From an optimization exercise on the open Yosys and OpenROAD flow, aimed at small area, a short achievable clock period and few clock cycles; shortcuts taken in it are not production practice.
No run shown here included a check of the RTL's function; only the layout flow was run.

==> flow/design.v (outline; a module is shown in full before it is edited, if it fits) <==
// module bn_sin_eval: 468 lines
// module bn_cos_eval: 1013 lines
// module bn_now_fold: 168 lines
// module bluenumi_led: 119 lines
module bluenumi_led (
    input  wire        clk,
    input  wire        rst,           
    input  wire        cmd_valid,
    output wire        cmd_ready,
    input  wire [63:0] cmd_word,
    input  wire [31:0] cmd_now,       
    output wire        rsp_valid,
    output wire [3:0]  rsp_status,
    output wire [31:0] led_level      
);
  // ...
==> flow/flow/run.sh <==
#!/bin/bash
# The standard layout (standard.sh), with two changes:
# - the buffers that buffer_ports puts on every input and output port are
#   sky130_fd_sc_hd__buf_1 cells instead of the tool's default pick
#   (clkdlybuf4s50_1, a delay cell);
# - repair_timing aims at a setup slack of 17 ns (SETUP_SLACK_MARGIN), so that
#   it speeds up the paths that set the achieved period. The SDC is unchanged.
# ORFS's own logs go to orfs/logs; make's output goes to standard.log.
set -euo pipefail
bash standard.sh 'BUFFER_PORTS_ARGS=-buffer_cell sky130_fd_sc_hd__buf_1' 'SETUP_SLACK_MARGIN=17' finish > standard.log 2>&1
==> flow/standard.sh <==
#!/bin/bash
# synth_recipe.tcl (not shown) runs the flow's synth.tcl, then flattens the netlist and writes it again
# the make line also repeats each setting of config.mk as NAME=value (left out here)
make -C /OpenROAD-flow-scripts/flow DESIGN_CONFIG=/design/flow/config.mk WORK_HOME=/design/flow/orfs CLKGATE_MAP_FILE= SYNTH_SCRIPT=/design/flow/synth_recipe.tcl "${@:-finish}"
==> flow/config.mk <==
export PLATFORM = sky130hd
export DESIGN_NAME = bluenumi_led
export DESIGN_NICKNAME = bluenumi_led
export VERILOG_FILES = /design/flow/design.v
export SDC_FILE = /design/flow/constraint.sdc
export NUM_CORES = 4
export LEC_CHECK = 0
export ABC_AREA = 1
export CAP_MARGIN = 20
export CORE_MARGIN = 2
export CORE_UTILIZATION = 45
export PLACE_DENSITY = 0.6
export SLEW_MARGIN = 20
export SYNTH_MEMORY_MAX_BITS = 131072
==> flow/constraint.sdc <==
create_clock -name core_clock -period 30.0 [get_ports {clk}]
set_input_delay 6.0000 -clock core_clock [delete_from_list [all_inputs] [get_ports {clk}]]
set_output_delay 6.0000 -clock core_clock [all_outputs]
set_load 0.01 [all_outputs]
==> run notes, run 1 <==
Critical path buffers and inverters 5; vias in the first global route 8636; Final Util 55.3%; most numerous cell in the Yosys netlist nand2_1; Cell Area, Synth 0.00814 mm²; maximum clock frequency 73.0 MHz; synthesized instance count 1223; Synth Area in Compound Gates 18.1%; Hold Startpoint lvl[3][0]; fin area 0.00987 mm²; tap cells 229; CP delay by family, top simple AND/OR/NAND/NOR gates; Top Ports 137; Critical Path Sink Type output pin; width of the die 138 µm; R2R Path Start s2_q[0]; Post-route DRC 0; wire per inst 17.3 µm; initial antenna violation count 0; met3 usage 3.67%; Nets 1586; ANT cells 0; Seq Cell Count 51; Placed Cells 1557; Place WS 16.43 ns; nonclk buf count 200; CP Depth 12; Worst slew margin 42.2%; status finished clean
==> run 2, diff against run 1 <==
==> flow/design.v (replaced) <==
module bn_sin_eval (
    input  wire       neg,
    input  wire [8:0] x,
    output wire [7:0] q
);
    wire [9:0] a = {neg, x};
wire new_n19, new_n20, new_n21, new_n22, new_n23, new_n24, new_n25,
    new_n26, new_n27, new_n28, new_n29, new_n30, new_n31, new_n32, new_n33,
    new_n34, new_n35, new_n36, new_n37, new_n38, new_n39, new_n40, new_n41,
    new_n42, new_n43, new_n44, new_n45, new_n46, new_n47, new_n48, new_n49,
    new_n50, new_n51, new_n52, new_n53, new_n54, new_n55, new_n56, new_n57,
    new_n58, new_n59, new_n60, new_n61, new_n62, new_n63, new_n64, new_n65,
    new_n66, new_n67, new_n68, new_n69, new_n70, new_n71, new_n72, new_n73,
    new_n74, new_n75, new_n76, new_n77, new_n78, new_n79, new_n80, new_n81,
    new_n82, new_n83, new_n84, new_n85, new_n86, new_n87, new_n88, new_n89,
    new_n90, new_n91, new_n92, new_n93, new_n94, new_n95, new_n96, new_n97,
    new_n98, new_n99, new_n100, new_n101, new_n102, new_n103, new_n104,
    new_n105, new_n106, new_n107, new_n108, new_n109, new_n110, new_n111,
    new_n112, new_n113, new_n114, new_n115, new_n116, new_n117, new_n118,
    new_n119, new_n120, new_n121, new_n122, new_n123, new_n124, new_n125,
    new_n126, new_n127, new_n128, new_n129, new_n130, new_n131, new_n132,
    new_n133, new_n134, new_n135, new_n136, new_n137, new_n138, new_n139,
    new_n140, new_n141, new_n142, new_n143, new_n144, new_n145, new_n146,
    new_n147, new_n148, new_n149, new_n150, new_n151, new_n152, new_n153,
    new_n154, new_n155, new_n156, new_n157, new_n158, new_n159, new_n160,
    new_n161, new_n162, new_n164, new_n165, new_n166, new_n167, new_n168,
    new_n169, new_n170, new_n171, new_n172, new_n173, new_n174, new_n175,
    new_n176, new_n177, new_n178, new_n179, new_n180, new_n181, new_n182,
    new_n183, new_n184, new_n185, new_n186, new_n187, new_n188, new_n189,
    new_n190, new_n191, new_n192, new_n193, new_n194, new_n195, new_n196,
    new_n197, new_n198, new_n199, new_n200, new_n201, new_n202, new_n203,
    new_n204, new_n205, new_n206, new_n207, new_n208, new_n209, new_n210,
    new_n211, new_n213, new_n214, new_n215, new_n216, new_n217, new_n219,
    new_n220, new_n221, new_n223, new_n224, new_n225, new_n226, new_n227,
    new_n228, new_n229, new_n230, new_n231, new_n233, new_n234, new_n235,
    new_n236, new_n237, new_n238, new_n239, new_n240, new_n241, new_n242,
    new_n243, new_n244, new_n245, new_n246, new_n247, new_n248, new_n249,
    new_n250, new_n251, new_n252, new_n253, new_n254, new_n255, new_n256,
    new_n257, new_n258, new_n259, new_n260, new_n261, new_n262, new_n263,
    new_n264, new_n265, new_n266, new_n267, new_n268, new_n269, new_n270,
    new_n271, new_n272, new_n273, new_n274, new_n275, new_n276, new_n277,
    new_n278, new_n279, new_n280, new_n281, new_n282, new_n283, new_n284,
    new_n285, new_n286, new_n288, new_n289, new_n290, new_n291, new_n292,
    new_n293, new_n294, new_n295, new_n296, new_n297, new_n298, new_n299,
    new_n300, new_n301, new_n302, new_n303, new_n304, new_n305, new_n306,
    new_n307, new_n308, new_n309, new_n310, new_n311, new_n312, new_n313,
    new_n314, new_n315, new_n316, new_n317, new_n318, new_n319, new_n320,
    new_n321, new_n322, new_n323, new_n324, new_n325, new_n326, new_n328,
    new_n329, new_n330, new_n331, new_n332, new_n333, new_n334, new_n335,
    new_n336, new_n337, new_n338, new_n339, new_n340, new_n341, new_n342,
    new_n343, new_n344, new_n345, new_n346, new_n347, new_n348, new_n349,
    new_n350, new_n351, new_n352, new_n353, new_n354, new_n355, new_n356,
    new_n357, new_n358, new_n359, new_n360, new_n361, new_n362, new_n363,
    new_n364, new_n365, new_n366, new_n367, new_n368, new_n369, new_n370,
    new_n371, new_n372, new_n373, new_n374, new_n375, new_n376, new_n377,
    new_n378, new_n379, new_n380, new_n381, new_n382, new_n383, new_n384,
    new_n385, new_n386, new_n387, new_n388, new_n389, new_n390, new_n391,
    new_n392, new_n393, new_n394, new_n395, new_n396, new_n397, new_n398,
    new_n399, new_n400, new_n401, new_n402, new_n403, new_n404, new_n405,
    new_n406, new_n407, new_n408, new_n409, new_n410, new_n411, new_n412,
    new_n413, new_n414, new_n415, new_n416, new_n417, new_n418, new_n419,
    new_n420, new_n421, new_n422;
  assign new_n19 = ~a[2] & ~a[1];
  assign new_n20 = ~a[1] & ~a[0];
  assign new_n21 = a[2] & ~new_n20;
  assign new_n22 = ~a[5] & ~new_n21;
  assign new_n23 = ~new_n19 & ~new_n22;
  assign new_n24 = a[4] & ~new_n23;
  assign new_n25 = a[5] & a[3];
  assign new_n26 = ~a[5] & ~a[3];
  assign new_n27 = ~new_n25 & ~new_n26;
  assign new_n28 = ~new_n24 & new_n27;
  assign new_n29 = a[6] & ~new_n28;
  assign new_n30 = a[1] & a[0];
  assign new_n31 = ~a[2] & ~new_n30;
  assign new_n32 = ~a[5] & ~new_n31;
  assign new_n33 = a[5] & ~a[2];
  assign new_n34 = new_n20 & new_n33;
  assign new_n35 = a[3] & ~new_n34;
  assign new_n36 = ~new_n32 & ~new_n35;
  assign new_n37 = a[4] & ~new_n36;
  assign new_n38 = ~new_n29 & new_n37;
  assign new_n39 = a[7] & ~new_n38;
  assign new_n40 = ~a[8] & ~new_n39;
  assign new_n41 = ~a[5] & ~new_n40;
  assign new_n42 = ~a[5] & ~a[4];
  assign new_n43 = a[6] & ~a[0];
  assign new_n44 = ~new_n42 & new_n43;
  assign new_n45 = a[3] & ~new_n19;
  assign new_n46 = a[2] & a[1];
  assign new_n47 = ~a[3] & ~new_n46;
  assign new_n48 = ~new_n45 & ~new_n47;
  assign new_n49 = ~new_n44 & new_n48;
  assign new_n50 = a[8] & ~new_n49;
  assign new_n51 = ~a[4] & ~a[3];
  assign new_n52 = a[7] & new_n51;
  assign new_n53 = new_n50 & new_n52;
  assign new_n54 = ~new_n41 & ~new_n53;
  assign new_n55 = new_n42 & new_n47;
  assign new_n56 = a[8] & new_n55;
  assign new_n57 = ~new_n54 & ~new_n56;
  assign new_n58 = a[4] & new_n25;
  assign new_n59 = ~new_n44 & ~new_n58;
  assign new_n60 = a[6] & ~a[1];
  assign new_n61 = ~new_n59 & new_n60;
  assign new_n62 = ~a[4] & a[0];
  assign new_n63 = a[5] & ~new_n62;
  assign new_n64 = ~a[6] & a[1];
  assign new_n65 = ~new_n63 & new_n64;
  assign new_n66 = ~a[6] & ~a[5];
  assign new_n67 = new_n62 & new_n66;
  assign new_n68 = ~new_n65 & ~new_n67;
  assign new_n69 = ~new_n61 & new_n68;
  assign new_n70 = ~a[2] & new_n69;
  assign new_n71 = ~new_n61 & ~new_n70;
  assign new_n72 = ~a[3] & ~new_n71;
  assign new_n73 = ~a[4] & ~new_n31;
  assign new_n74 = a[3] & ~new_n73;
  assign new_n75 = new_n30 & new_n48;
  assign new_n76 = ~new_n74 & ~new_n75;
  assign new_n77 = ~new_n43 & new_n46;
  assign new_n78 = ~a[3] & ~new_n77;
  assign new_n79 = ~a[3] & ~a[2];
  assign new_n80 = a[4] & ~new_n79;
  assign new_n81 = ~new_n45 & new_n80;
  assign new_n82 = ~new_n78 & new_n81;
  assign new_n83 = new_n76 & new_n82;
  assign new_n84 = ~a[8] & ~new_n83;
  assign new_n85 = ~new_n72 & ~new_n84;
  assign new_n86 = ~a[5] & ~new_n76;
  assign new_n87 = new_n34 & new_n76;
  assign new_n88 = ~new_n86 & ~new_n87;
  assign new_n89 = a[4] & ~new_n47;
  assign new_n90 = a[5] & ~new_n51;
  assign new_n91 = ~a[4] & ~a[2];
  assign new_n92 = new_n90 & ~new_n91;
  assign new_n93 = ~new_n22 & new_n35;
  assign new_n94 = new_n42 & ~new_n93;
  assign new_n95 = ~new_n92 & ~new_n94;
  assign new_n96 = ~a[6] & a[3];
  assign new_n97 = ~new_n21 & new_n96;
  assign new_n98 = ~a[2] & new_n60;
  assign new_n99 = ~new_n97 & ~new_n98;
  assign new_n100 = ~new_n95 & new_n99;
  assign new_n101 = ~new_n89 & new_n100;
  assign new_n102 = new_n88 & ~new_n101;
  assign new_n103 = ~a[3] & new_n19;
  assign new_n104 = a[6] & a[5];
  assign new_n105 = new_n103 & new_n104;
  assign new_n106 = new_n102 & ~new_n105;
  assign new_n107 = a[4] & ~new_n31;
  assign new_n108 = ~new_n70 & ~new_n107;
  assign new_n109 = a[3] & ~new_n108;
  assign new_n110 = a[5] & ~new_n109;
  assign new_n111 = ~new_n51 & ~new_n110;
  assign new_n112 = a[4] & ~new_n46;
  assign new_n113 = ~a[6] & ~new_n112;
  assign new_n114 = new_n36 & new_n113;
  assign new_n115 = ~new_n111 & ~new_n114;
  assign new_n116 = new_n88 & ~new_n115;
  assign new_n117 = a[8] & ~new_n116;
  assign new_n118 = ~new_n106 & ~new_n117;
  assign new_n119 = ~new_n85 & ~new_n118;
  assign new_n120 = ~a[4] & ~new_n93;
  assign new_n121 = a[3] & ~new_n31;
  assign new_n122 = ~new_n92 & ~new_n121;
  assign new_n123 = ~new_n76 & ~new_n122;
  assign new_n124 = ~new_n120 & ~new_n123;
  assign new_n125 = ~new_n117 & ~new_n124;
  assign new_n126 = new_n119 & ~new_n125;
  assign new_n127 = a[8] & a[5];
  assign new_n128 = ~a[7] & ~new_n127;
  assign new_n129 = ~new_n126 & new_n128;
  assign new_n130 = a[5] & ~a[4];
  assign new_n131 = a[4] & ~new_n45;
  assign new_n132 = a[3] & new_n46;
  assign new_n133 = ~new_n103 & ~new_n132;
  assign new_n134 = ~a[4] & ~new_n133;
  assign new_n135 = ~new_n131 & ~new_n134;
  assign new_n136 = ~a[8] & new_n135;
  assign new_n137 = a[8] & ~new_n94;
  assign new_n138 = ~a[5] & ~new_n137;
  assign new_n139 = ~new_n136 & new_n138;
  assign new_n140 = ~new_n30 & new_n33;
  assign new_n141 = a[4] & new_n140;
  assign new_n142 = ~new_n103 & new_n127;
  assign new_n143 = ~new_n25 & ~new_n142;
  assign new_n144 = ~new_n141 & new_n143;
  assign new_n145 = ~new_n89 & ~new_n144;
  assign new_n146 = ~new_n139 & ~new_n145;
  assign new_n147 = ~new_n130 & ~new_n146;
  assign new_n148 = ~new_n39 & ~new_n147;
  assign new_n149 = new_n119 & new_n148;
  assign new_n150 = ~new_n129 & ~new_n149;
  assign new_n151 = ~new_n57 & new_n150;
  assign new_n152 = ~a[7] & ~a[6];
  assign new_n153 = ~new_n151 & new_n152;
  assign new_n154 = ~a[9] & ~new_n153;
  assign new_n155 = a[6] & a[4];
  assign new_n156 = a[5] & new_n155;
  assign new_n157 = ~new_n72 & new_n156;
  assign new_n158 = a[6] & ~new_n157;
  assign new_n159 = a[7] & ~new_n158;
  assign new_n160 = a[8] & ~new_n159;
  assign new_n161 = a[8] & ~a[6];
  assign new_n162 = ~new_n160 & ~new_n161;
  assign q[7] = new_n154 & ~new_n162;
  assign new_n164 = a[4] & new_n45;
  assign new_n165 = new_n152 & ~new_n164;
  assign new_n166 = new_n138 & new_n165;
  assign new_n167 = a[9] & ~new_n166;
  assign new_n168 = ~a[6] & ~new_n54;
  assign new_n169 = new_n154 & new_n168;
  assign new_n170 = a[8] & ~q[7];
  assign new_n171 = ~new_n169 & ~new_n170;
  assign new_n172 = ~a[5] & new_n103;
  assign new_n173 = ~a[8] & ~new_n172;
  assign new_n174 = ~new_n150 & ~new_n173;
  assign new_n175 = a[6] & new_n54;
  assign new_n176 = ~new_n174 & new_n175;
  assign new_n177 = ~new_n168 & ~new_n176;
  assign new_n178 = ~new_n33 & ~new_n104;
  assign new_n179 = ~new_n22 & new_n178;
  assign new_n180 = new_n51 & ~new_n179;
  assign new_n181 = new_n89 & ~new_n115;
  assign new_n182 = ~new_n180 & ~new_n181;
  assign new_n183 = ~a[8] & a[6];
  assign new_n184 = ~new_n182 & new_n183;
  assign new_n185 = a[7] & ~new_n184;
  assign new_n186 = new_n94 & ~new_n185;
  assign new_n187 = ~a[7] & ~new_n144;
  assign new_n188 = new_n137 & ~new_n187;
  assign new_n189 = new_n158 & new_n188;
  assign new_n190 = ~a[8] & ~a[6];
  assign new_n191 = ~new_n55 & new_n190;
  assign new_n192 = ~new_n152 & ~new_n191;
  assign new_n193 = ~new_n189 & new_n192;
  assign new_n194 = ~new_n186 & new_n193;
  assign new_n195 = new_n167 & ~new_n194;
  assign new_n196 = ~a[5] & new_n89;
  assign new_n197 = ~new_n130 & ~new_n196;
  assign new_n198 = ~new_n100 & ~new_n197;
  assign new_n199 = a[1] & ~new_n33;
  assign new_n200 = ~a[4] & new_n199;
  assign new_n201 = ~a[5] & a[2];
  assign new_n202 = a[6] & ~a[3];
  assign new_n203 = ~new_n201 & new_n202;
  assign new_n204 = ~new_n200 & new_n203;
  assign new_n205 = ~a[5] & ~new_n204;
  assign new_n206 = ~new_n198 & ~new_n205;
  assign new_n207 = ~a[6] & new_n198;
  assign new_n208 = ~new_n206 & ~new_n207;
  assign new_n209 = new_n40 & new_n208;
  assign new_n210 = ~a[9] & ~new_n209;
  assign new_n211 = ~new_n151 & new_n210;
  assign q[3] = new_n195 | new_n211;
  assign new_n213 = ~new_n177 & ~q[3];
  assign new_n214 = a[7] & q[3];
  assign new_n215 = ~new_n213 & ~new_n214;
  assign new_n216 = ~new_n171 & new_n215;
  assign new_n217 = a[8] & ~new_n216;
  assign q[6] = ~new_n167 & ~new_n217;
  assign new_n219 = ~a[7] & ~new_n167;
  assign new_n220 = ~new_n171 & new_n219;
  assign new_n221 = new_n171 & ~new_n219;
  assign q[5] = new_n220 | new_n221;
  assign new_n223 = ~a[7] & new_n167;
  assign new_n224 = ~a[8] & ~new_n55;
  assign new_n225 = new_n167 & new_n224;
  assign new_n226 = ~new_n177 & ~new_n225;
  assign new_n227 = ~new_n223 & ~new_n226;
  assign new_n228 = a[7] & a[6];
  assign new_n229 = ~new_n152 & ~new_n228;
  assign new_n230 = ~new_n171 & ~new_n229;
  assign new_n231 = ~new_n227 & ~new_n230;
  assign q[4] = new_n216 | new_n231;
  assign new_n233 = a[8] & ~new_n119;
  assign new_n234 = ~a[6] & ~a[4];
  assign new_n235 = a[3] & ~a[0];
  assign new_n236 = ~a[4] & a[1];
  assign new_n237 = ~new_n235 & new_n236;
  assign new_n238 = ~new_n201 & ~new_n237;
  assign new_n239 = a[3] & ~new_n238;
  assign new_n240 = ~new_n198 & new_n239;
  assign new_n241 = ~new_n234 & ~new_n240;
  assign new_n242 = ~new_n78 & ~new_n241;
  assign new_n243 = a[7] & ~new_n242;
  assign new_n244 = a[4] & new_n78;
  assign new_n245 = a[6] & ~new_n103;
  assign new_n246 = ~new_n198 & new_n245;
  assign new_n247 = ~new_n207 & ~new_n246;
  assign new_n248 = new_n40 & ~new_n247;
  assign new_n249 = ~new_n244 & ~new_n248;
  assign new_n250 = ~new_n243 & new_n249;
  assign new_n251 = ~new_n233 & new_n250;
  assign new_n252 = new_n78 & new_n152;
  assign new_n253 = new_n40 & ~new_n252;
  assign new_n254 = ~a[7] & ~new_n72;
  assign new_n255 = ~new_n78 & ~new_n104;
  assign new_n256 = a[8] & ~new_n255;
  assign new_n257 = ~new_n254 & new_n256;
  assign new_n258 = a[4] & ~new_n257;
  assign new_n259 = ~new_n253 & new_n258;
  assign new_n260 = new_n42 & new_n190;
  assign new_n261 = ~new_n53 & ~new_n260;
  assign new_n262 = ~new_n167 & new_n261;
  assign new_n263 = ~new_n259 & new_n262;
  assign new_n264 = ~new_n251 & new_n263;
  assign new_n265 = ~a[7] & ~new_n124;
  assign new_n266 = new_n158 & new_n265;
  assign new_n267 = ~new_n160 & ~new_n266;
  assign new_n268 = ~new_n215 & ~new_n267;
  assign new_n269 = ~new_n158 & new_n174;
  assign new_n270 = new_n130 & new_n152;
  assign new_n271 = ~new_n90 & ~new_n165;
  assign new_n272 = new_n55 & new_n190;
  assign new_n273 = a[2] & new_n234;
  assign new_n274 = ~a[8] & ~new_n273;
  assign new_n275 = new_n66 & ~new_n80;
  assign new_n276 = ~new_n274 & ~new_n275;
  assign new_n277 = ~new_n272 & ~new_n276;
  assign new_n278 = new_n271 & new_n277;
  assign new_n279 = ~new_n270 & ~new_n278;
  assign new_n280 = ~new_n186 & ~new_n279;
  assign new_n281 = new_n47 & ~new_n183;
  assign new_n282 = new_n187 & new_n281;
  assign new_n283 = a[9] & ~new_n282;
  assign new_n284 = ~new_n280 & new_n283;
  assign new_n285 = ~new_n269 & new_n284;
  assign new_n286 = ~new_n268 & new_n285;
  assign q[2] = ~new_n264 & ~new_n286;
  assign new_n288 = ~a[8] & ~new_n204;
  assign new_n289 = ~new_n38 & new_n288;
  assign new_n290 = new_n241 & new_n289;
  assign new_n291 = new_n50 & ~new_n157;
  assign new_n292 = a[3] & ~new_n77;
  assign new_n293 = new_n291 & ~new_n292;
  assign new_n294 = ~new_n48 & new_n190;
  assign new_n295 = new_n28 & new_n294;
  assign new_n296 = ~a[9] & ~new_n295;
  assign new_n297 = ~new_n293 & new_n296;
  assign new_n298 = ~new_n290 & new_n297;
  assign new_n299 = ~a[8] & new_n182;
  assign new_n300 = ~a[6] & new_n30;
  assign new_n301 = new_n127 & new_n234;
  assign new_n302 = ~new_n300 & new_n301;
  assign new_n303 = ~new_n299 & ~new_n302;
  assign new_n304 = ~a[6] & new_n47;
  assign new_n305 = new_n179 & new_n304;
  assign new_n306 = ~new_n303 & ~new_n305;
  assign new_n307 = new_n95 & new_n276;
  assign new_n308 = a[9] & ~new_n307;
  assign new_n309 = ~new_n306 & new_n308;
  assign new_n310 = ~new_n298 & ~new_n309;
  assign new_n311 = a[7] & ~new_n310;
  assign new_n312 = a[6] & ~new_n125;
  assign new_n313 = a[0] & new_n198;
  assign new_n314 = new_n306 & new_n313;
  assign new_n315 = ~a[6] & new_n146;
  assign new_n316 = ~new_n314 & new_n315;
  assign new_n317 = ~new_n312 & ~new_n316;
  assign new_n318 = ~new_n189 & ~new_n317;
  assign new_n319 = a[9] & ~new_n318;
  assign new_n320 = a[8] & ~new_n70;
  assign new_n321 = a[3] & ~new_n61;
  assign new_n322 = new_n320 & new_n321;
  assign new_n323 = ~a[9] & ~new_n322;
  assign new_n324 = ~new_n119 & new_n323;
  assign new_n325 = ~new_n319 & ~new_n324;
  assign new_n326 = ~a[7] & ~new_n325;
  assign q[1] = ~new_n311 & ~new_n326;
  assign new_n328 = a[2] & ~new_n119;
  assign new_n329 = new_n316 & new_n328;
  assign new_n330 = ~new_n78 & ~new_n121;
  assign new_n331 = new_n99 & ~new_n330;
  assign new_n332 = a[4] & ~new_n331;
  assign new_n333 = new_n28 & new_n76;
  assign new_n334 = ~new_n332 & ~new_n333;
  assign new_n335 = new_n106 & ~new_n334;
  assign new_n336 = ~new_n28 & ~new_n102;
  assign new_n337 = ~new_n335 & ~new_n336;
  assign new_n338 = ~a[8] & ~new_n337;
  assign new_n339 = ~new_n329 & new_n338;
  assign new_n340 = a[2] & ~new_n69;
  assign new_n341 = new_n51 & new_n66;
  assign new_n342 = ~new_n320 & ~new_n341;
  assign new_n343 = ~new_n340 & ~new_n342;
  assign new_n344 = ~a[9] & ~new_n343;
  assign new_n345 = ~new_n339 & new_n344;
  assign new_n346 = new_n45 & ~new_n199;
  assign new_n347 = a[6] & ~new_n346;
  assign new_n348 = ~a[4] & new_n22;
  assign new_n349 = ~new_n347 & ~new_n348;
  assign new_n350 = ~new_n134 & ~new_n276;
  assign new_n351 = ~new_n349 & new_n350;
  assign new_n352 = a[5] & new_n82;
  assign new_n353 = ~new_n78 & ~new_n107;
  assign new_n354 = ~a[5] & ~new_n81;
  assign new_n355 = ~new_n353 & new_n354;
  assign new_n356 = ~new_n352 & ~new_n355;
  assign new_n357 = new_n351 & new_n356;
  assign new_n358 = ~new_n81 & new_n119;
  assign new_n359 = ~new_n130 & new_n146;
  assign new_n360 = ~new_n358 & new_n359;
  assign new_n361 = ~new_n146 & new_n358;
  assign new_n362 = new_n190 & ~new_n361;
  assign new_n363 = ~new_n360 & new_n362;
  assign new_n364 = ~new_n357 & ~new_n363;
  assign new_n365 = ~new_n314 & ~new_n364;
  assign new_n366 = new_n104 & new_n135;
  assign new_n367 = new_n117 & ~new_n366;
  assign new_n368 = a[9] & ~new_n367;
  assign new_n369 = ~new_n365 & new_n368;
  assign new_n370 = ~new_n345 & ~new_n369;
  assign new_n371 = ~a[7] & ~new_n370;
  assign new_n372 = new_n88 & new_n306;
  assign new_n373 = ~new_n130 & ~new_n158;
  assign new_n374 = a[2] & ~new_n124;
  assign new_n375 = ~new_n91 & ~new_n374;
  assign new_n376 = ~new_n373 & new_n375;
  assign new_n377 = ~new_n372 & new_n376;
  assign new_n378 = ~a[3] & ~new_n102;
  assign new_n379 = ~new_n80 & ~new_n378;
  assign new_n380 = new_n46 & new_n58;
  assign new_n381 = ~new_n33 & ~new_n86;
  assign new_n382 = new_n237 & ~new_n381;
  assign new_n383 = ~new_n380 & ~new_n382;
  assign new_n384 = new_n161 & new_n383;
  assign new_n385 = ~new_n379 & new_n384;
  assign new_n386 = ~new_n30 & new_n155;
  assign new_n387 = new_n179 & ~new_n386;
  assign new_n388 = a[3] & new_n387;
  assign new_n389 = ~new_n81 & new_n183;
  assign new_n390 = ~new_n191 & ~new_n389;
  assign new_n391 = ~a[3] & ~new_n387;
  assign new_n392 = ~new_n390 & ~new_n391;
  assign new_n393 = ~new_n388 & new_n392;
  assign new_n394 = a[9] & ~new_n393;
  assign new_n395 = ~new_n385 & new_n394;
  assign new_n396 = ~new_n377 & new_n395;
  assign new_n397 = ~new_n20 & new_n198;
  assign new_n398 = ~a[3] & ~new_n300;
  assign new_n399 = a[4] & ~new_n398;
  assign new_n400 = a[1] & new_n96;
  assign new_n401 = ~new_n341 & ~new_n400;
  assign new_n402 = ~new_n399 & new_n401;
  assign new_n403 = ~new_n397 & ~new_n402;
  assign new_n404 = ~new_n140 & new_n238;
  assign new_n405 = ~new_n403 & new_n404;
  assign new_n406 = ~a[0] & ~new_n179;
  assign new_n407 = new_n38 & ~new_n406;
  assign new_n408 = ~a[2] & a[1];
  assign new_n409 = new_n349 & ~new_n408;
  assign new_n410 = ~new_n402 & new_n409;
  assign new_n411 = ~new_n407 & new_n410;
  assign new_n412 = new_n383 & ~new_n411;
  assign new_n413 = ~new_n405 & new_n412;
  assign new_n414 = ~a[8] & ~new_n413;
  assign new_n415 = a[1] & ~new_n44;
  assign new_n416 = ~a[2] & ~new_n415;
  assign new_n417 = ~new_n77 & ~new_n416;
  assign new_n418 = new_n291 & new_n417;
  assign new_n419 = ~a[9] & ~new_n418;
  assign new_n420 = ~new_n414 & new_n419;
  assign new_n421 = a[7] & ~new_n420;
  assign new_n422 = ~new_n396 & new_n421;
  assign q[0] = new_n371 | new_n422;
endmodule
module bn_cos_eval (
    input  wire       neg,
    input  wire [8:0] x,
    output wire [7:0] q
);
    wire [9:0] a = {neg, x};
wire new_n19, new_n20, new_n21, new_n22, new_n23, new_n24, new_n25,
    new_n26, new_n27, new_n28, new_n29, new_n30, new_n31, new_n32, new_n33,
    new_n34, new_n35, new_n36, new_n37, new_n38, new_n39, new_n40, new_n41,
    new_n42, new_n43, new_n44, new_n45, new_n46, new_n47, new_n48, new_n49,
    new_n50, new_n51, new_n52, new_n53, new_n54, new_n55, new_n56, new_n57,
    new_n58, new_n59, new_n60, new_n61, new_n62, new_n63, new_n64, new_n65,
    new_n66, new_n67, new_n68, new_n69, new_n70, new_n71, new_n72, new_n73,
    new_n74, new_n75, new_n76, new_n77, new_n78, new_n79, new_n80, new_n81,
    new_n82, new_n83, new_n84, new_n85, new_n86, new_n87, new_n88, new_n89,
    new_n90, new_n91, new_n92, new_n93, new_n94, new_n95, new_n96, new_n97,
    new_n98, new_n99, new_n100, new_n101, new_n102, new_n103, new_n104,
    new_n105, new_n106, new_n107, new_n108, new_n109, new_n110, new_n111,
    new_n112, new_n113, new_n114, new_n115, new_n116, new_n117, new_n118,
    new_n119, new_n120, new_n121, new_n122, new_n123, new_n124, new_n125,
    new_n126, new_n127, new_n128, new_n129, new_n131, new_n133, new_n134,
    new_n135, new_n136, new_n137, new_n138, new_n139, new_n140, new_n141,
    new_n142, new_n143, new_n144, new_n145, new_n146, new_n147, new_n148,
    new_n149, new_n150, new_n151, new_n152, new_n153, new_n154, new_n155,
    new_n156, new_n157, new_n158, new_n159, new_n160, new_n161, new_n162,
    new_n163, new_n164, new_n165, new_n166, new_n167, new_n168, new_n169,
    new_n170, new_n171, new_n173, new_n175, new_n176, new_n177, new_n178,
    new_n179, new_n180, new_n181, new_n182, new_n183, new_n185, new_n186,
    new_n187, new_n188, new_n189, new_n190, new_n191, new_n192, new_n193,
    new_n194, new_n195, new_n196, new_n197, new_n198, new_n199, new_n200,
    new_n202, new_n203, new_n204, new_n205, new_n206, new_n207, new_n208,
    new_n209, new_n210, new_n211, new_n212, new_n213, new_n214, new_n215,
    new_n216, new_n217, new_n218, new_n219, new_n220, new_n221, new_n222,
    new_n223, new_n224, new_n225, new_n226, new_n227, new_n228, new_n229,
    new_n230, new_n231, new_n232, new_n233, new_n234, new_n235, new_n236,
    new_n237, new_n238, new_n239, new_n240, new_n241, new_n242, new_n243,
    new_n244, new_n246, new_n247, new_n248, new_n249, new_n250, new_n251,
    new_n252, new_n253, new_n254, new_n255, new_n256, new_n257, new_n258,
    new_n259, new_n260, new_n261, new_n262, new_n263, new_n264, new_n265,
    new_n266, new_n267, new_n268, new_n269, new_n270, new_n271, new_n272,
    new_n273, new_n274, new_n275, new_n276, new_n277, new_n278, new_n279,
    new_n280, new_n281, new_n282, new_n283, new_n284, new_n285, new_n286,
    new_n287, new_n288, new_n289, new_n290, new_n291, new_n292, new_n293;
  assign new_n19 = ~a[4] & ~a[3];
  assign new_n20 = a[2] & a[1];
  assign new_n21 = a[0] & new_n20;
  assign new_n22 = new_n19 & ~new_n21;
  assign new_n23 = a[5] & ~a[4];
  assign new_n24 = ~a[5] & a[4];
  assign new_n25 = ~new_n23 & ~new_n24;
  assign new_n26 = ~a[5] & ~a[3];
  assign new_n27 = ~new_n20 & new_n26;
  assign new_n28 = ~new_n25 & ~new_n27;
  assign new_n29 = ~a[2] & ~a[1];
  assign new_n30 = a[3] & ~new_n29;
  assign new_n31 = ~a[6] & ~new_n30;
  assign new_n32 = ~new_n28 & ~new_n31;
  assign new_n33 = new_n22 & new_n32;
  assign new_n34 = ~a[8] & ~new_n33;
  assign new_n35 = a[2] & a[0];
  assign new_n36 = ~a[4] & a[3];
  assign new_n37 = new_n35 & ~new_n36;
  assign new_n38 = ~new_n20 & ~new_n37;
  assign new_n39 = ~a[0] & new_n29;
  assign new_n40 = new_n28 & ~new_n39;
  assign new_n41 = new_n38 & new_n40;
  assign new_n42 = a[1] & a[0];
  assign new_n43 = ~a[2] & ~new_n42;
  assign new_n44 = ~a[5] & a[3];
  assign new_n45 = ~new_n43 & new_n44;
  assign new_n46 = ~new_n41 & new_n45;
  assign new_n47 = ~a[3] & ~a[2];
  assign new_n48 = new_n24 & ~new_n47;
  assign new_n49 = a[4] & ~new_n48;
  assign new_n50 = ~a[3] & ~new_n35;
  assign new_n51 = new_n49 & new_n50;
  assign new_n52 = a[5] & ~a[3];
  assign new_n53 = ~new_n20 & new_n52;
  assign new_n54 = ~new_n51 & ~new_n53;
  assign new_n55 = ~new_n46 & new_n54;
  assign new_n56 = new_n20 & new_n36;
  assign new_n57 = ~a[1] & new_n47;
  assign new_n58 = ~new_n56 & ~new_n57;
  assign new_n59 = new_n55 & new_n58;
  assign new_n60 = a[4] & ~new_n43;
  assign new_n61 = a[4] & a[3];
  assign new_n62 = ~a[5] & ~new_n61;
  assign new_n63 = ~new_n60 & new_n62;
  assign new_n64 = new_n29 & ~new_n63;
  assign new_n65 = ~new_n41 & new_n64;
  assign new_n66 = a[7] & a[6];
  assign new_n67 = ~new_n65 & new_n66;
  assign new_n68 = ~a[6] & ~a[3];
  assign new_n69 = ~new_n67 & ~new_n68;
  assign new_n70 = ~new_n59 & new_n69;
  assign new_n71 = a[4] & ~new_n70;
  assign new_n72 = ~a[4] & new_n70;
  assign new_n73 = a[7] & ~new_n72;
  assign new_n74 = ~new_n71 & new_n73;
  assign new_n75 = a[6] & a[3];
  assign new_n76 = ~new_n68 & ~new_n75;
  assign new_n77 = a[4] & ~new_n39;
  assign new_n78 = ~new_n76 & new_n77;
  assign new_n79 = a[7] & ~new_n29;
  assign new_n80 = a[6] & ~a[4];
  assign new_n81 = ~a[7] & ~new_n80;
  assign new_n82 = ~a[3] & ~new_n81;
  assign new_n83 = ~new_n79 & ~new_n82;
  assign new_n84 = ~new_n78 & new_n83;
  assign new_n85 = a[5] & new_n84;
  assign new_n86 = ~new_n63 & ~new_n85;
  assign new_n87 = a[6] & ~new_n86;
  assign new_n88 = a[5] & new_n29;
  assign new_n89 = new_n36 & new_n88;
  assign new_n90 = ~a[7] & ~new_n89;
  assign new_n91 = ~new_n87 & new_n90;
  assign new_n92 = a[5] & ~new_n19;
  assign new_n93 = new_n91 & ~new_n92;
  assign new_n94 = ~new_n91 & new_n92;
  assign new_n95 = ~new_n93 & ~new_n94;
  assign new_n96 = ~new_n74 & new_n95;
  assign new_n97 = ~new_n34 & ~new_n96;
  assign new_n98 = ~a[5] & ~a[4];
  assign new_n99 = ~a[3] & new_n98;
  assign new_n100 = ~a[7] & a[6];
  assign new_n101 = ~new_n99 & new_n100;
  assign new_n102 = a[6] & ~new_n98;
  assign new_n103 = ~new_n43 & new_n102;
  assign new_n104 = new_n22 & ~new_n103;
  assign new_n105 = a[7] & ~new_n104;
  assign new_n106 = a[5] & new_n105;
  assign new_n107 = ~new_n101 & ~new_n106;
  assign new_n108 = ~new_n97 & new_n107;
  assign new_n109 = ~a[8] & ~new_n108;
  assign new_n110 = ~new_n92 & new_n101;
  assign new_n111 = ~a[5] & ~a[2];
  assign new_n112 = ~new_n52 & ~new_n111;
  assign new_n113 = new_n25 & new_n112;
  assign new_n114 = new_n38 & ~new_n113;
  assign new_n115 = ~a[3] & a[1];
  assign new_n116 = a[6] & ~new_n115;
  assign new_n117 = ~new_n114 & ~new_n116;
  assign new_n118 = a[3] & ~a[2];
  assign new_n119 = ~new_n44 & ~new_n52;
  assign new_n120 = ~new_n118 & new_n119;
  assign new_n121 = ~new_n117 & new_n120;
  assign new_n122 = a[4] & ~new_n121;
  assign new_n123 = new_n105 & ~new_n122;
  assign new_n124 = ~new_n110 & ~new_n123;
  assign new_n125 = ~a[8] & new_n124;
  assign new_n126 = new_n49 & ~new_n114;
  assign new_n127 = new_n66 & new_n126;
  assign new_n128 = ~new_n125 & new_n127;
  assign new_n129 = ~new_n109 & new_n128;
  assign q[7] = ~a[9] & ~new_n129;
  assign new_n131 = a[8] & new_n66;
  assign q[6] = ~a[9] & ~new_n131;
  assign new_n133 = ~a[9] & ~a[8];
  assign new_n134 = a[5] & ~new_n60;
  assign new_n135 = a[7] & ~a[6];
  assign new_n136 = new_n21 & new_n61;
  assign new_n137 = new_n135 & ~new_n136;
  assign new_n138 = ~new_n134 & new_n137;
  assign new_n139 = ~new_n19 & new_n138;
  assign new_n140 = a[8] & ~new_n139;
  assign new_n141 = ~new_n33 & ~new_n126;
  assign new_n142 = a[7] & ~new_n141;
  assign new_n143 = a[4] & new_n30;
  assign new_n144 = ~a[5] & ~new_n100;
  assign new_n145 = ~new_n143 & new_n144;
  assign new_n146 = ~new_n135 & ~new_n145;
  assign new_n147 = a[7] & new_n120;
  assign new_n148 = ~new_n32 & ~new_n147;
  assign new_n149 = new_n146 & new_n148;
  assign new_n150 = ~new_n142 & ~new_n149;
  assign new_n151 = new_n140 & new_n150;
  assign new_n152 = a[8] & new_n135;
  assign new_n153 = a[5] & new_n152;
  assign new_n154 = ~new_n151 & new_n153;
  assign new_n155 = ~a[5] & new_n151;
  assign new_n156 = ~a[8] & ~a[7];
  assign new_n157 = a[8] & a[7];
  assign new_n158 = a[6] & ~new_n157;
  assign new_n159 = ~new_n156 & new_n158;
  assign new_n160 = ~new_n155 & new_n159;
  assign new_n161 = ~new_n154 & ~new_n160;
  assign new_n162 = ~new_n97 & new_n161;
  assign new_n163 = a[6] & ~new_n126;
  assign new_n164 = new_n161 & ~new_n163;
  assign new_n165 = new_n97 & ~new_n164;
  assign new_n166 = ~new_n162 & ~new_n165;
  assign new_n167 = ~a[7] & new_n166;
  assign new_n168 = ~new_n66 & ~new_n167;
  assign new_n169 = a[6] & new_n166;
  assign new_n170 = ~a[9] & ~new_n169;
  assign new_n171 = ~new_n168 & new_n170;
  assign q[5] = new_n133 | new_n171;
  assign new_n173 = ~a[9] & ~new_n152;
  assign q[4] = ~new_n166 & new_n173;
  assign new_n175 = ~a[9] & ~new_n97;
  assign new_n176 = ~a[9] & ~new_n98;
  assign new_n177 = new_n157 & ~new_n176;
  assign new_n178 = ~new_n175 & ~new_n177;
  assign new_n179 = ~a[8] & a[7];
  assign new_n180 = a[9] & new_n99;
  assign new_n181 = ~new_n179 & ~new_n180;
  assign new_n182 = ~a[6] & ~new_n181;
  assign new_n183 = ~new_n128 & ~new_n182;
  assign q[3] = ~new_n178 & new_n183;
  assign new_n185 = new_n109 & ~new_n128;
  assign new_n186 = ~new_n138 & ~new_n146;
  assign new_n187 = new_n140 & ~new_n186;
  assign new_n188 = a[9] & ~new_n187;
  assign new_n189 = a[6] & ~new_n20;
  assign new_n190 = a[5] & new_n19;
  assign new_n191 = ~new_n189 & new_n190;
  assign new_n192 = ~new_n48 & ~new_n136;
  assign new_n193 = ~a[6] & ~new_n192;
  assign new_n194 = ~new_n191 & ~new_n193;
  assign new_n195 = new_n91 & new_n194;
  assign new_n196 = ~a[9] & a[8];
  assign new_n197 = ~new_n195 & new_n196;
  assign new_n198 = ~new_n74 & new_n197;
  assign new_n199 = ~new_n188 & ~new_n198;
  assign new_n200 = ~new_n129 & new_n199;
  assign q[2] = ~new_n185 & new_n200;
  assign new_n202 = new_n39 & new_n98;
  assign new_n203 = ~new_n99 & ~new_n202;
  assign new_n204 = ~new_n161 & new_n203;
  assign new_n205 = new_n140 & new_n145;
  assign new_n206 = ~new_n204 & ~new_n205;
  assign new_n207 = a[9] & ~new_n206;
  assign new_n208 = ~a[6] & ~new_n59;
  assign new_n209 = ~new_n167 & new_n208;
  assign new_n210 = new_n32 & ~new_n91;
  assign new_n211 = ~new_n32 & ~new_n55;
  assign new_n212 = ~new_n210 & ~new_n211;
  assign new_n213 = ~new_n202 & ~new_n212;
  assign new_n214 = a[6] & ~new_n67;
  assign new_n215 = ~new_n213 & new_n214;
  assign new_n216 = new_n23 & new_n30;
  assign new_n217 = a[8] & ~new_n99;
  assign new_n218 = ~new_n216 & new_n217;
  assign new_n219 = ~new_n193 & new_n218;
  assign new_n220 = ~new_n157 & ~new_n219;
  assign new_n221 = ~a[3] & ~new_n126;
  assign new_n222 = new_n67 & new_n221;
  assign new_n223 = ~new_n220 & ~new_n222;
  assign new_n224 = ~new_n215 & new_n223;
  assign new_n225 = ~new_n209 & new_n224;
  assign new_n226 = ~a[3] & new_n135;
  assign new_n227 = new_n25 & new_n226;
  assign new_n228 = new_n125 & ~new_n227;
  assign new_n229 = new_n19 & ~new_n43;
  assign new_n230 = ~new_n41 & new_n229;
  assign new_n231 = ~new_n21 & ~new_n143;
  assign new_n232 = new_n21 & ~new_n36;
  assign new_n233 = ~new_n231 & ~new_n232;
  assign new_n234 = ~a[6] & ~new_n233;
  assign new_n235 = new_n51 & new_n114;
  assign new_n236 = ~a[5] & new_n56;
  assign new_n237 = new_n90 & ~new_n236;
  assign new_n238 = ~new_n235 & new_n237;
  assign new_n239 = new_n234 & new_n238;
  assign new_n240 = ~new_n230 & new_n239;
  assign new_n241 = ~new_n55 & new_n240;
  assign new_n242 = ~a[9] & ~new_n241;
  assign new_n243 = ~new_n228 & new_n242;
  assign new_n244 = ~new_n225 & new_n243;
  assign q[1] = new_n207 | new_n244;
  assign new_n246 = ~new_n126 & new_n204;
  assign new_n247 = new_n98 & new_n234;
  assign new_n248 = new_n179 & ~new_n247;
  assign new_n249 = ~new_n246 & new_n248;
  assign new_n250 = a[9] & ~new_n249;
  assign new_n251 = a[5] & ~new_n42;
  assign new_n252 = a[6] & new_n25;
  assign new_n253 = ~new_n251 & ~new_n252;
  assign new_n254 = ~a[2] & ~new_n253;
  assign new_n255 = ~new_n212 & ~new_n254;
  assign new_n256 = new_n115 & new_n255;
  assign new_n257 = new_n75 & ~new_n255;
  assign new_n258 = ~new_n68 & new_n106;
  assign new_n259 = ~new_n257 & new_n258;
  assign new_n260 = ~new_n256 & new_n259;
  assign new_n261 = new_n74 & ~new_n124;
  assign new_n262 = ~a[5] & ~new_n80;
  assign new_n263 = new_n124 & new_n262;
  assign new_n264 = ~new_n261 & ~new_n263;
  assign new_n265 = ~a[1] & ~new_n102;
  assign new_n266 = a[3] & ~new_n111;
  assign new_n267 = ~new_n265 & new_n266;
  assign new_n268 = ~new_n264 & ~new_n267;
  assign new_n269 = new_n84 & ~new_n126;
  assign new_n270 = new_n133 & ~new_n269;
  assign new_n271 = ~new_n268 & new_n270;
  assign new_n272 = ~new_n260 & new_n271;
  assign new_n273 = ~new_n250 & ~new_n272;
  assign new_n274 = ~new_n151 & ~new_n273;
  assign new_n275 = ~new_n45 & new_n255;
  assign new_n276 = new_n36 & new_n43;
  assign new_n277 = ~new_n79 & new_n276;
  assign new_n278 = new_n41 & ~new_n277;
  assign new_n279 = new_n20 & ~new_n24;
  assign new_n280 = ~new_n23 & new_n39;
  assign new_n281 = ~new_n279 & ~new_n280;
  assign new_n282 = a[3] & ~new_n281;
  assign new_n283 = new_n100 & ~new_n282;
  assign new_n284 = ~new_n29 & ~new_n232;
  assign new_n285 = new_n98 & ~new_n284;
  assign new_n286 = new_n135 & ~new_n285;
  assign new_n287 = ~new_n283 & ~new_n286;
  assign new_n288 = ~new_n278 & ~new_n287;
  assign new_n289 = ~new_n275 & new_n288;
  assign new_n290 = new_n67 & new_n114;
  assign new_n291 = new_n196 & ~new_n240;
  assign new_n292 = ~new_n290 & new_n291;
  assign new_n293 = ~new_n289 & new_n292;
  assign q[0] = ~new_n274 & ~new_n293;
endmodule
module bn_now_fold (
    input  wire [29:0] A,
    output wire [7:0]  S2
);
    reg [7:0] c4;
    always @(*)
        case (A[29:28])
            2'd0:    c4 = 8'd0;
            2'd1:    c4 = 8'd81;
            2'd2:    c4 = 8'd37;
            default: c4 = 8'd118;
        endcase
    wire t1 = A[0] ^ A[7] ^ A[14];
    wire t2 = (A[0] & A[7]) | (A[0] & A[14]) | (A[7] & A[14]);
    wire t3 = A[1] ^ A[8] ^ A[7];
    wire t4 = (A[1] & A[8]) | (A[1] & A[7]) | (A[8] & A[7]);
    wire t5 = A[15] ^ A[22] ^ A[21];
    wire t6 = (A[15] & A[22]) | (A[15] & A[21]) | (A[22] & A[21]);
    wire t7 = A[2] ^ A[9] ^ A[8];
    wire t8 = (A[2] & A[9]) | (A[2] & A[8]) | (A[9] & A[8]);
    wire t9 = A[16] ^ A[23] ^ A[22];
    wire t10 = (A[16] & A[23]) | (A[16] & A[22]) | (A[23] & A[22]);
    wire t11 = A[3] ^ A[10] ^ A[9];
    wire t12 = (A[3] & A[10]) | (A[3] & A[9]) | (A[10] & A[9]);
    wire t13 = A[17] ^ A[14] ^ A[24];
    wire t14 = (A[17] & A[14]) | (A[17] & A[24]) | (A[14] & A[24]);
    wire t15 = A[23] ^ A[21] ^ c4[3];
    wire t16 = (A[23] & A[21]) | (A[23] & c4[3]) | (A[21] & c4[3]);
    wire t17 = A[4] ^ A[11] ^ A[10];
    wire t18 = (A[4] & A[11]) | (A[4] & A[10]) | (A[11] & A[10]);
    wire t19 = A[18] ^ A[15] ^ A[25];
    wire t20 = (A[18] & A[15]) | (A[18] & A[25]) | (A[15] & A[25]);
    wire t21 = A[24] ^ A[22] ^ A[21];
    wire t22 = (A[24] & A[22]) | (A[24] & A[21]) | (A[22] & A[21]);
    wire t23 = A[5] ^ A[12] ^ A[11];
    wire t24 = (A[5] & A[12]) | (A[5] & A[11]) | (A[12] & A[11]);
    wire t25 = A[19] ^ A[16] ^ A[26];
    wire t26 = (A[19] & A[16]) | (A[19] & A[26]) | (A[16] & A[26]);
    wire t27 = A[25] ^ A[23] ^ A[22];
    wire t28 = (A[25] & A[23]) | (A[25] & A[22]) | (A[23] & A[22]);
    wire t29 = A[6] ^ A[13] ^ A[12];
    wire t30 = (A[6] & A[13]) | (A[6] & A[12]) | (A[13] & A[12]);
    wire t31 = A[20] ^ A[17] ^ A[27];
    wire t32 = (A[20] & A[17]) | (A[20] & A[27]) | (A[17] & A[27]);
    wire t33 = A[26] ^ A[24] ^ A[23];
    wire t34 = (A[26] & A[24]) | (A[26] & A[23]) | (A[24] & A[23]);
    wire t35 = A[13] ^ A[18] ^ A[27];
    wire t36 = (A[13] & A[18]) | (A[13] & A[27]) | (A[18] & A[27]);
    wire t37 = A[25] ^ A[24] ^ c4[7];
    wire t38 = (A[25] & A[24]) | (A[25] & c4[7]) | (A[24] & c4[7]);
    wire t39 = A[19] ^ A[26] ^ A[25];
    wire t40 = (A[19] & A[26]) | (A[19] & A[25]) | (A[26] & A[25]);
    wire t41 = A[20] ^ A[27] ^ A[26];
    wire t42 = (A[20] & A[27]) | (A[20] & A[26]) | (A[27] & A[26]);
    wire t43 = t1 ^ A[21] ^ c4[0];
    wire t44 = (t1 & A[21]) | (t1 & c4[0]) | (A[21] & c4[0]);
    wire t45 = t2 ^ t3 ^ t5;
    wire t46 = (t2 & t3) | (t2 & t5) | (t3 & t5);
    wire t47 = t4 ^ t6 ^ t7;
    wire t48 = (t4 & t6) | (t4 & t7) | (t6 & t7);
    wire t49 = t8 ^ t10 ^ t11;
    wire t50 = (t8 & t10) | (t8 & t11) | (t10 & t11);
    wire t51 = t12 ^ t14 ^ t16;
    wire t52 = (t12 & t14) | (t12 & t16) | (t14 & t16);
    wire t53 = t17 ^ t19 ^ t21;
    wire t54 = (t17 & t19) | (t17 & t21) | (t19 & t21);
    wire t55 = t18 ^ t20 ^ t22;
    wire t56 = (t18 & t20) | (t18 & t22) | (t20 & t22);
    wire t57 = t23 ^ t25 ^ t27;
    wire t58 = (t23 & t25) | (t23 & t27) | (t25 & t27);
    wire t59 = t24 ^ t26 ^ t28;
    wire t60 = (t24 & t26) | (t24 & t28) | (t26 & t28);
    wire t61 = t29 ^ t31 ^ t33;
    wire t62 = (t29 & t31) | (t29 & t33) | (t31 & t33);
    wire t63 = t30 ^ t32 ^ t34;
    wire t64 = (t30 & t32) | (t30 & t34) | (t32 & t34);
    wire t65 = t36 ^ t38 ^ t39;
    wire t66 = (t36 & t38) | (t36 & t39) | (t38 & t39);
    wire t67 = t44 ^ t45 ^ c4[1];
    wire t68 = (t44 & t45) | (t44 & c4[1]) | (t45 & c4[1]);
    wire t69 = t46 ^ t47 ^ t9;
    wire t70 = (t46 & t47) | (t46 & t9) | (t47 & t9);
    wire t71 = t48 ^ t49 ^ t13;
    wire t72 = (t48 & t49) | (t48 & t13) | (t49 & t13);
    wire t73 = t50 ^ t51 ^ t53;
    wire t74 = (t50 & t51) | (t50 & t53) | (t51 & t53);
    wire t75 = t52 ^ t54 ^ t55;
    wire t76 = (t52 & t54) | (t52 & t55) | (t54 & t55);
    wire t77 = t56 ^ t58 ^ t59;
    wire t78 = (t56 & t58) | (t56 & t59) | (t58 & t59);
    wire t79 = t60 ^ t62 ^ t63;
    wire t80 = (t60 & t62) | (t60 & t63) | (t62 & t63);
    wire t81 = t66 ^ t40 ^ t41;
    wire t82 = (t66 & t40) | (t66 & t41) | (t40 & t41);
    wire t83 = t68 ^ t69 ^ c4[2];
    wire t84 = (t68 & t69) | (t68 & c4[2]) | (t69 & c4[2]);
    wire t85 = t70 ^ t71 ^ t15;
    wire t86 = (t70 & t71) | (t70 & t15) | (t71 & t15);
    wire t87 = t72 ^ t73 ^ c4[4];
    wire t88 = (t72 & t73) | (t72 & c4[4]) | (t73 & c4[4]);
    wire t89 = t74 ^ t75 ^ t57;
    wire t90 = (t74 & t75) | (t74 & t57) | (t75 & t57);
    wire t91 = t76 ^ t77 ^ t61;
    wire t92 = (t76 & t77) | (t76 & t61) | (t77 & t61);
    wire t93 = t78 ^ t79 ^ t35;
    wire t94 = (t78 & t79) | (t78 & t35) | (t79 & t35);
    wire t95 = t80 ^ t64 ^ t65;
    wire t96 = (t80 & t64) | (t80 & t65) | (t64 & t65);
    wire t97 = t82 ^ t42 ^ A[27];
    wire t98 = (t82 & t42) | (t82 & A[27]) | (t42 & A[27]);
    wire t99 = t88 ^ t89 ^ c4[5];
    wire t100 = (t88 & t89) | (t88 & c4[5]) | (t89 & c4[5]);
    wire t101 = t90 ^ t91 ^ c4[6];
    wire t102 = (t90 & t91) | (t90 & c4[6]) | (t91 & c4[6]);
    wire t103 = t92 ^ t93 ^ t37;
    wire t104 = (t92 & t93) | (t92 & t37) | (t93 & t37);
    wire t105 = t104 ^ t94 ^ t95;
    wire t106 = (t104 & t94) | (t104 & t95) | (t94 & t95);
    wire t107 = t106 ^ t96 ^ t81;
    wire t108 = (t106 & t96) | (t106 & t81) | (t96 & t81);
    wire t109 = t84 ^ t85;
    wire t110 = t84 & t85;
    wire t111 = t86 ^ t87 ^ t110;
    wire t112 = (t86 & t87) | (t86 & t110) | (t87 & t110);
    wire t113 = t99 ^ t112;
    wire t114 = t99 & t112;
    wire t115 = t100 ^ t101 ^ t114;
    wire t116 = (t100 & t101) | (t100 & t114) | (t101 & t114);
    wire t117 = t102 ^ t103 ^ t116;
    wire t118 = (t102 & t103) | (t102 & t116) | (t103 & t116);
    wire t119 = t105 ^ t118;
    wire t120 = t105 & t118;
    wire t121 = t107 ^ t120;
    wire t122 = t107 & t120;
    wire t123 = t108 ^ t97 ^ t122;
    wire t124 = (t108 & t97) | (t108 & t122) | (t97 & t122);
    wire t125 = t98 ^ t124;
    wire t126 = t98 & t124;
    wire t127 = t67 ^ t119 ^ t117;
    wire t128 = (t67 & t119) | (t67 & t117) | (t119 & t117);
    wire t129 = t83 ^ t121 ^ t119;
    wire t130 = (t83 & t121) | (t83 & t119) | (t121 & t119);
    wire t131 = t109 ^ t123 ^ t121;
    wire t132 = (t109 & t123) | (t109 & t121) | (t123 & t121);
    wire t133 = t111 ^ t125 ^ t123;
    wire t134 = (t111 & t125) | (t111 & t123) | (t125 & t123);
    wire t135 = t113 ^ t126 ^ t125;
    wire t136 = (t113 & t126) | (t113 & t125) | (t126 & t125);
    wire t137 = t136 ^ t115 ^ t126;
    wire t138 = (t136 & t115) | (t136 & t126) | (t115 & t126);
    wire t139 = t43 ^ t117;
    wire t140 = t43 & t117;
    wire t141 = t127 ^ t140;
    wire t142 = t127 & t140;
    wire t143 = t128 ^ t129 ^ t142;
    wire t144 = (t128 & t129) | (t128 & t142) | (t129 & t142);
    wire t145 = t130 ^ t131 ^ t144;
    wire t146 = (t130 & t131) | (t130 & t144) | (t131 & t144);
    wire t147 = t132 ^ t133 ^ t146;
    wire t148 = (t132 & t133) | (t132 & t146) | (t133 & t146);
    wire t149 = t134 ^ t135 ^ t148;
    wire t150 = (t134 & t135) | (t134 & t148) | (t135 & t148);
    wire t151 = t137 ^ t150;
    wire t152 = t137 & t150;
    wire t153 = t138 ^ t152;
    wire t154 = t138 & t152;
    assign S2 = {t153, t151, t149, t147, t145, t143, t141, t139};
endmodule
module bluenumi_led (
    input  wire        clk,
    input  wire        rst,           
    input  wire        cmd_valid,
    output wire        cmd_ready,
    input  wire [63:0] cmd_word,
    input  wire [31:0] cmd_now,       
    output wire        rsp_valid,
    output wire [3:0]  rsp_status,
    output wire [31:0] led_level      
);
    localparam [7:0] OP_NOP     = 8'h00;
    localparam [7:0] OP_UPDATE  = 8'h40;
    localparam [7:0] OP_PAUSE   = 8'h41;
    localparam [7:0] OP_RESUME  = 8'h42;
    localparam [7:0] OP_SET_EN  = 8'h43;
    localparam [7:0] OP_SET_PAT = 8'h44;
    reg        led_en;
    reg        led_paused;
    reg        led_pattern;
    reg  [7:0] lvl [0:3];
    reg        busy;         
    reg        phase;        
    reg        upd_q;        
    reg        rnz_q;        
    reg  [2:0] a_q;          
    reg  [1:0] t_q;          
    reg  [7:0] s2_q;         
    wire [7:0] op     = cmd_word[63:56];
    wire       hi_z   = (cmd_word[55:8] == 48'd0);
    wire       mid_z  = (cmd_word[7:1] == 7'd0);
    wire       b0     = cmd_word[0];
    wire is_nop   = (op == OP_NOP);
    wire is_upd   = (op == OP_UPDATE);
    wire is_pause = (op == OP_PAUSE);
    wire is_res   = (op == OP_RESUME);
    wire is_en    = (op == OP_SET_EN);
    wire is_pat   = (op == OP_SET_PAT);
    wire op_ok = is_nop | is_upd | is_pause | is_res | is_en | is_pat;
    wire rnz   = ((is_nop | is_upd | is_pause | is_res) & ~(hi_z & mid_z & ~b0)) |
                 (is_en & ~(hi_z & mid_z)) |
                 (is_pat & ~hi_z);
    wire bad   = is_pat & ~mid_z;
    wire [3:0] status = ~op_ok ? 4'd1 : rnz ? 4'd2 : bad ? 4'd6 : 4'd0;
    wire       ok     = op_ok & ~rnz & ~bad;
    wire accept   = cmd_valid & ~busy;
    wire live_upd = is_upd & led_en & ~led_paused;
    wire two_cyc  = live_upd | (is_en & ~b0);
    wire last     = busy & (~upd_q | ~led_pattern | phase);
    assign cmd_ready  = ~busy;
    assign rsp_valid  = ~rst & (last | (cmd_valid & ~busy & ~two_cyc));
    assign rsp_status = busy ? {2'b00, rnz_q, 1'b0} : status;
    wire [29:0] A = cmd_now[31:2];
    wire [7:0]  S2;
    bn_now_fold u_fold (.A(A), .S2(S2));
    wire [6:0] m_q = (s2_q >= 8'd125) ? s2_q[6:0] - 7'd125 : s2_q[6:0];
    wire [8:0] v_q = {m_q, t_q};
    wire [8:0] w_q = 9'd500 - v_q;
    wire [2:0] dj  = a_q - v_q[4:2];
    wire [2:0] j_q = {dj[2] ^ dj[0], dj[1:0]};
    wire neg0 = j_q[2] ^ (j_q[1:0] != 2'd0);
    wire neg1 = j_q[2] ^ j_q[1];
    wire neg2 = j_q[2] ^ (j_q[1:0] == 2'd3);
    wire neg3 = j_q[2];
    wire xw = led_pattern ? phase : j_q[0];
    wire [8:0] x = xw ? w_q : v_q;
    wire [7:0] s_q, c_q;
    bn_sin_eval u_sin (.neg(xw ? neg3 : neg0), .x(x), .q(s_q));
    bn_cos_eval u_cos (.neg(xw ? neg1 : neg2), .x(x), .q(c_q));
    wire       eval  = busy & upd_q;
    wire [1:0] r_ch  [0:3];
    wire [3:0] wr_ch;
    genvar k;
    generate
        for (k = 0; k < 4; k = k + 1) begin : g_ch
            wire [1:0] kk = led_pattern ? k : 2'd0;
            assign r_ch[k]   = j_q[1:0] + kk;
            assign wr_ch[k]  = eval & (~led_pattern | (r_ch[k][0] == phase));
            wire use_c = wr_ch[k] & (r_ch[k][0] ^ r_ch[k][1]);
            wire use_s = wr_ch[k] & ~(r_ch[k][0] ^ r_ch[k][1]);
            assign led_level[8*k +: 8] = ({8{use_c}} & c_q) | ({8{use_s}} & s_q) | ({8{~wr_ch[k]}} & lvl[k]);
        end
    endgenerate
    integer i;
    always @(posedge clk) begin
        if (rst) begin
            led_en      <= 1'b1;
            led_paused  <= 1'b0;
            led_pattern <= 1'b0;
            for (i = 0; i < 4; i = i + 1)
                lvl[i] <= 8'd0;
            busy        <= 1'b0;
            phase       <= 1'b0;
        end else begin
            if (accept) begin
                busy  <= two_cyc;
                phase <= 1'b0;
                upd_q <= live_upd & ok;
                rnz_q <= rnz;
                a_q   <= A[2:0];
                t_q   <= cmd_now[1:0];
                s2_q  <= S2;
            end else if (busy) begin
                busy  <= ~last;
                phase <= 1'b1;
            end
            if (accept & ok) begin
                if (is_pause)
                    led_paused <= 1'b1;
                if (is_res)
                    led_paused <= 1'b0;
                if (is_en)
                    led_en <= b0;
                if (is_pat)
                    led_pattern <= b0;
            end
            for (i = 0; i < 4; i = i + 1)
                lvl[i] <= (accept & ok & is_en & ~b0) ? 8'd0 : led_level[8*i +: 8];
        end
    end
endmodule
==> flow/flow/run.sh (replaced) <==
#!/bin/bash
# The standard layout (standard.sh), with one change: the buffers that
# buffer_ports puts on every input and output port are sky130_fd_sc_hd__buf_1
# cells instead of the tool's default pick (clkdlybuf4s50_1, a delay cell).
# ORFS's own logs go to orfs/logs; make's output goes to standard.log.
set -euo pipefail
bash standard.sh 'BUFFER_PORTS_ARGS=-buffer_cell sky130_fd_sc_hd__buf_1' finish > standard.log 2>&1
==> run 2 against run 1 <==
Net effect: still clean on timing, DRC and antenna; cell area down 10%; wire length shrank 8.3%; die area down 1.2%; critical endpoint unchanged.
==> run notes, run 2 <==
CTS Buf Count 5; Pre-Repair DR Iteration Count 5; max reg flops 32; largest net degree at the start of global routing 31; GRT busiest layer met2; CTS max path bufs 2; Antenna Nets Post-Route 0; final setup margin 16.03 ns; full die area 0.0189 mm²; Yosys top cell area share 16.7%; synth cell count leaders nand2_1, inv_1, nand3_1; area growth from synthesis to layout 10.5%; CTS tree done; clock skew 0.0156 ns; # setup viols final 0; post-synth cell types 65; Hold Fails Final Rpt 0; core area 0.0174 mm²; All-Layer GR Usage 27.9%; commonest non-fill, non-tap cell in the layout nand2_1; Worst Path Required 24.00 ns; via count 8505; Cell Area, Synth 0.00804 mm² (-1.2%); first-pass GRT wire length 41000 µm; Top Registers lvl: 32 flops, s2_q: 8 flops, a_q: 3 flops; RePlAce Congestion 0.968; layout cells sized above 1 7.80%; syn_area_per_cell 6.63 µm²; initial antenna violation count 1 (+1); setup_tns 0 ns; Critical Path Source cmd_word[3]; DIE HEIGHT 138 µm; sequential element share of the synthesized area 14.8%; Placed Cells 1551 (-0.39%); synthesized instance count 1213 (-0.82%); maximum clock frequency 71.6 MHz (-1.9%); clock slew at reported path FFs 0.09 ns; vias in the first global route 8075 (-6.5%); Nets 1524 (-3.9%); Rows 48; RSZ-0062 raised after global routing no; Post-DP Area 0.00872 mm²; synth top area cells fa_1, nand2_1, inv_1; Synth Register Bits 52; R2R Setup Slk 24.16 ns; Least-Margin Pin Slew 0.991 ns; most numerous cell in the Yosys netlist nand2_1; HPWL Detailed 20700 µm; wire per inst 16.5 µm (-4.5%); Worst path slowest cell or4_1; YS warnings 3; largest area contributor in the netlist fa_1; Critical Path Sink Type output pin; number of synthesized flops with an enable pin 15; GR Overflow Total 0; most flop-heavy register lvl; CP max stage delay 0.51 ns; initial core utilization 46.3%; width of the die 138 µm (-0.60%); post-synthesis async set-or-reset flop share 0%; Worst slew margin 33.7% (-8.5 points); PortBufs 135; crit-path max FO 3; met1 Use GR 37.0%; Slew Viols, Final 0; fin area 0.00888 mm² (-10%); CP arrival 7.97 ns; worst hold path class flop to flop; final WL 25800 µm; status finished clean; Global Route met2 Usage 45.7%; terminus of the critical flop-to-flop path lvl[3][2]; Top FF cell, synth dfxtp_1; Critical Path, Cell by Cell buf_1 > or4_1 > nor4_1 > nand2_1 > a2111o_1 > nand2_1 > inv_1 > nor2_1 > o21ai_0 > buf_1; fin crit period 13.97 ns; most frequent cells in the layout nand2_1, inv_1, buf_1; CTS root buf clkbuf_16; CP startpoint kind primary input; Via-to-Cell Ratio 5.45; post-route clock period utilization 46.6%; critical path class primary input to output pin; Post-route DRC 0 (unchanged); post-cts resize count 0; crit path to rsp_status[1]; R2R Path Start s2_q[0]; Place WS 16.00 ns (-0.433 ns); Post-Syn Nets 1404; Top Ports 137 (unchanged); CTS HTree Levels 2; Register-to-Register Path Depth 34; CTS Sinks 52; post-CTS setup buffer count 0; Worst-Skew Late Latency 0.31 ns; met3 usage 3.75% (+0.081 points); hold buffers post-CTS 0; number of max-cap violations 0; detailed router's first-iteration violation count 919; Non-Filler Instances 1560
==> run 2: changes by cell type in the layout (fill, tap and decap cells not counted), moves of 8 or more <==
cell / change
o21ai_0: -19
a21oi_2: -35
buf_4: -28
nand2_4: -12
inv_1: +14
nor2_1: +11
nand2_1: +9
buf_6: -27
nand2_2: -8
nor4_2: -10
nor4_1: +12
nand3_1: +54
==> run 2: critical path: cells and delay by family <==
| family | cells | cell delay, ns |
|---|---|---|
| buffers and inverters | 3 | 0.34 |
| AO/OA/AOI/OAI | 2 | 0.52 |
| AND/OR/NAND/NOR | 5 | 1.11 |
==> run 2: how the worst min path moves through the flow <==
stage | endpoint | cells after the start | from | slack (ns)
6_report | led_paused | 2 | led_paused | 0.48
5_1_grt | led_paused | 2 | led_paused | 0.50
4_1_cts | led_paused | 2 | led_paused | 0.49
3_5_place_dp | led_paused | 2 | led_paused | 0.47
3_3_place_gp | led_paused | 2 | led_paused | 0.47
2_1_floorplan | led_paused | 2 | led_paused | 0.44
==> run 2: layout make-up <==
cell class,instances,area (µm²)
Tap cell,225,282
Fill cell,1841,8480
Sequential cell,52,1190
Timing Repair Buffer,143,574
Clock buffer,5,125
Multi-Input combinational cell,903,5820
Inverter,228,858
Antenna cell,1,2.50
Clock inverter,3,28.8
==> run 2: stage by stage <==
| step | hold slack, ns | utilization, % |
|---|---|---|
| 2_1_floorplan | 0.444 | - |
| 3_3_place_gp | 0.465 | 50.2 |
| 3_5_place_dp | 0.474 | 50.3 |
| 4_1_cts | 0.488 | 51.2 |
| 5_1_grt | 0.503 | 51.2 |
| 6_report | 0.482 | 51.2 |
==> run 2: cell families after synthesis <==
group	after synthesis	share of synthesized area, %
other	1	0.0467
buffers and inverters	258	12.8
and+or+nand+nor	615	35.7
adders and majority gates	92	20.6
muxes	1	0.125
DFF	52	14.8
AOI/OAI and AO/OA	177	13.8
xor gates and xnor gates	17	2.18
==> run 2: routing by layer <==
metal / part of all wire [%] / routed length, µm / up-vias
met2: 46 / 11700 / 460
met1: 42 / 10900 / 3875
met5: 0 / 0 / -
li1: - / - / 4113
met3: 8.6 / 2210 / 57
met4: 3.7 / 954 / 0

## what the ideal ports hide
In the flow no input, the clock included, has a driving cell. The finished layouts below were timed again as built, in two steps. Step 1: set_driving_cell puts a clkbuf_16 on clk and a buf_2 on each other input, an assumption about the parent block. Step 2 also shifts input and output timing later by t, the mid clock arrival at the registers, as if the neighbouring blocks saw the same clock. Three values: no drivers, after step 1, after step 2; two values: the first two.
run	shift t [ns]	setup WS [ns]	clock arrival spread, ns	worst register clock-pin slew, ns	worst data-port slew with drivers (ns)
run 1	0.330	16.300 / 16.277 / 16.027	0.013 / 0.012	0.07 / 0.07	0.05
run 2	0.337	16.030 / 16.008 / 16.008	0.015 / 0.015	0.09 / 0.09	0.08
After both steps setup and hold are still met in every run listed. For run 1, which loses most, drivers alone change the setup slack by -0.023 ns; drivers and shift together by -0.273 ns.
